This design comes from an exercise in tuning for small area, a short achievable clock period and few clock cycles per item on the open sky130 flow, not from production work.
In this exercise RTL edits were held to simulation tests only and were not proved equivalent to the original.
Power is estimated from default activity; no workload was simulated.

// jmp
module jmp (
    input  wire        clk,
    input  wire        rst,           
    input  wire        load,
    input  wire [31:0] load_size,
    input  wire        start,
    input  wire        setq,
    input  wire [7:0]  setq_val,
    output wire        mem_re,
    output wire [31:0] mem_addr,
    input  wire [7:0]  mem_rdata,
    output wire        qt_we,
    output wire [10:0] qt_addr,
    output wire [7:0]  qt_wdata,
    output wire [15:0] status,
    output wire [31:0] size_o,
    output wire [7:0]  qfactor,
    output wire [31:0] offset_o,
    output wire [7:0]  width_blocks,
    output wire [7:0]  height_blocks,
    output wire [7:0]  type_o,
    output wire        precision,
    output wire [15:0] restart_interval,
    output wire [31:0] header_len,
    output wire [31:0] scan_off,
    output wire [31:0] scan_len
);
    localparam [2:0] ST_IDLE  = 3'd0,
                     ST_BUSY  = 3'd1,
                     ST_OK    = 3'd2,
                     ST_FAIL  = 3'd3,
                     ST_FAULT = 3'd4;
  ...
Size in the first run: ~1800 cells after synthesis, about 250 flip-flops, about 330 I/O pins.
==> flow/config.mk <==
export PLATFORM = sky130hd
export DESIGN_NAME = jmp
export DESIGN_NICKNAME = jmp
export VERILOG_FILES = /design/flow/design.v
export SDC_FILE = /design/flow/constraint.sdc
export NUM_CORES = 4
export LEC_CHECK = 0
export CAP_MARGIN = 20
export CORE_MARGIN = 2
export CORE_UTILIZATION = 55
export GPL_TIMING_DRIVEN = 0
export PLACE_DENSITY = 0.65
export SETUP_SLACK_MARGIN = 4.6
export SLEW_MARGIN = 20
export TNS_END_PERCENT = 0
==> flow/constraint.sdc <==
create_clock -name core_clock -period 8.0 [get_ports {clk}]
set_input_delay 1.6000 -clock core_clock [delete_from_list [all_inputs] [get_ports {clk}]]
set_output_delay 1.6000 -clock core_clock [all_outputs]
set_load 0.01 [all_outputs]
standard.sh (not shown) runs the stock make flow with config.mk's settings and CLKGATE_MAP_FILE= SYNTH_SCRIPT=/design/flow/synth_recipe.tcl, a recipe that flattens the netlist after the stock synthesis.
==> flow/flow/run.sh <==
#!/bin/bash
# The standard layout (the standard.sh: standard synthesis, floorplan, place, CTS, route,
# finish), with two changes to how it is built:
#  - the I/O port buffers are sky130_fd_sc_hd__buf_1 instead of the cell buffer_ports picks
#    by default; every port still gets its own buffer;
#  - clock tree synthesis inserts no dummy loads.
set -euo pipefail
bash standard.sh \
  "BUFFER_PORTS_ARGS=-buffer_cell sky130_fd_sc_hd__buf_1" \
  "CTS_ARGS=-sink_clustering_enable -repair_clock_nets -dont_use_dummy_load -sink_clustering_size 14 -sink_clustering_max_diameter 60 -buf_list sky130_fd_sc_hd__clkbuf_8" \
  finish > standard_make.log 2>&1
The baseline finished with timing, DRC and antenna clean.
Testbench counts at the start, summed over its fixed seeds: cycles 78,442, items 320.
Next try:
==> flow/flow/run.sh (replaced) <==
#!/bin/bash
# The standard layout (the standard.sh: standard synthesis, floorplan, place, CTS, route,
# finish), with the I/O port buffers made from sky130_fd_sc_hd__buf_1 instead of the default
# cell buffer_ports picks. Every port still gets its own buffer.
set -euo pipefail
bash standard.sh "BUFFER_PORTS_ARGS=-buffer_cell sky130_fd_sc_hd__buf_1" finish > standard_make.log 2>&1
CTS_BUF_LIST = sky130_fd_sc_hd__clkbuf_8 sky130_fd_sc_hd__clkbuf_16   (was unset)
CTS_CLUSTER_DIAMETER = 60   (was unset)
CTS_CLUSTER_SIZE = 24   (was unset)
GPL_TIMING_DRIVEN = unset   (was 0)
SETUP_SLACK_MARGIN = 4.3   (was 4.6)
TNS_END_PERCENT = unset   (was 0)
Outcome: Setup slack is better by 85 ps. Non-clock buffer count went down by 152. Routed wire length goes down by 13%. Cell count falls by about 5%. Maximum frequency goes up by 2.3%. Sequential cell count does not change. First-iteration DRC count shrinks by about 30%.
Next try:
==> flow/flow/run.sh (replaced) <==
#!/bin/bash
# The standard layout (the standard.sh: standard synthesis, floorplan, place, CTS, route,
# finish), with two changes to how it is built:
#  - the I/O port buffers are sky130_fd_sc_hd__buf_1 instead of the cell buffer_ports picks
#    by default; every port still gets its own buffer;
#  - clock tree synthesis inserts no dummy loads.
set -euo pipefail
bash standard.sh \
  "BUFFER_PORTS_ARGS=-buffer_cell sky130_fd_sc_hd__buf_1" \
  "CTS_ARGS=-sink_clustering_enable -repair_clock_nets -dont_use_dummy_load -sink_clustering_size 14 -sink_clustering_max_diameter 60 -buf_list sky130_fd_sc_hd__clkbuf_8" \
  finish > standard_make.log 2>&1
CTS_BUF_LIST = unset   (was sky130_fd_sc_hd__clkbuf_8 sky130_fd_sc_hd__clkbuf_16)
CTS_CLUSTER_DIAMETER = unset   (was 60)
CTS_CLUSTER_SIZE = unset   (was 24)
PLACE_DENSITY = 0.8   (was 0.65)
SETUP_SLACK_MARGIN = 4.6   (was 4.3)
TNS_END_PERCENT = 0   (was unset)
=> The changed run produced a clean layout; sequential share of layout area climbs by 1.3 points; cell area drops by 3.7%; worst setup slack improves by 49 ps; count of clock-buffer cells in the layout drops by 1; sequential power barely changes; total power drops by 18%; synthesized cell count is unchanged; via count climbs by 1.5%; area after synthesis does not change; register-to-register slack is about the same; wire length drops by 3.3%.
Next try:
==> flow/flow/run.sh (replaced) <==
#!/bin/bash
# The standard layout (the standard.sh: standard synthesis, floorplan, place, CTS, route,
# finish), with the I/O port buffers made from sky130_fd_sc_hd__buf_1 instead of the default
# cell buffer_ports picks. Every port still gets its own buffer.
set -euo pipefail
bash standard.sh "BUFFER_PORTS_ARGS=-buffer_cell sky130_fd_sc_hd__buf_1" finish > standard_make.log 2>&1
CTS_BUF_LIST = sky130_fd_sc_hd__clkbuf_8   (was unset)
PLACE_DENSITY = 0.65   (was 0.8)
SETUP_SLACK_MARGIN = 4.3   (was 4.6)
TNS_END_PERCENT = unset   (was 0)
Effect:
- wire length grows by 4.0%
- final cell count went up by about 2%
- worst setup slack gets worse by 27 ps
Next try:
CORE_UTILIZATION = 65   (was 55)
PLACE_DENSITY = 0.75   (was 0.65)
SETUP_SLACK_MARGIN = 4.6   (was 4.3)
TNS_END_PERCENT = 0   (was unset)
Outcome: Routed wire length drops by a few percent; via count increases by a few percent; worst setup slack loses 27 ps; worst hold slack is better by 48 ps; global-route usage rose by 5.3 points; fmax came out lower slightly; clock power came out lower by a few percent; critical path depth climbs by 1; first-iteration DRC count came out higher by a quarter to a third; power went down slightly; clock skew goes up by 28 ps.

[separate check: timing with driven ports]
How much do the figures lean on ideal ports? The routed layouts below were timed once more, with nothing changed but the port constraints.
Step 1 assumes that a clkbuf_16 drives the clock port and a buf_2 every other input.
Step 2 moves the port delays by t, midway between the first and last clock arrival at a register: inputs arrive t later, outputs are due t later. That takes back most of the time a late clock gives input paths.
Three values: ideal ports, drivers, drivers and shift; two values: the first two.
run	shift t [ns]	setup slack, ns	worst setup path after step 2	worst slew at a driven data input, ns	pins driven straight from the clock port
the first run	0.631	4.226 / 4.226 / 3.621	input to register	0.06	1
the second run	0.621	4.310 / 4.326 / 3.704	input to register	0.05	1
the third run	0.611	4.359 / 4.378 / 3.767	input to register	0.06	1
the fourth run	0.635	4.332 / 4.350 / 3.715	input to register	0.04	1
the fifth run	0.611	4.305 / 4.333 / 3.722	input to register	0.04	1
After both steps every run listed still meets setup and hold. The setup slack of the fourth run, which loses most, moves by +0.018 ns with the drivers and by -0.617 ns with both steps.
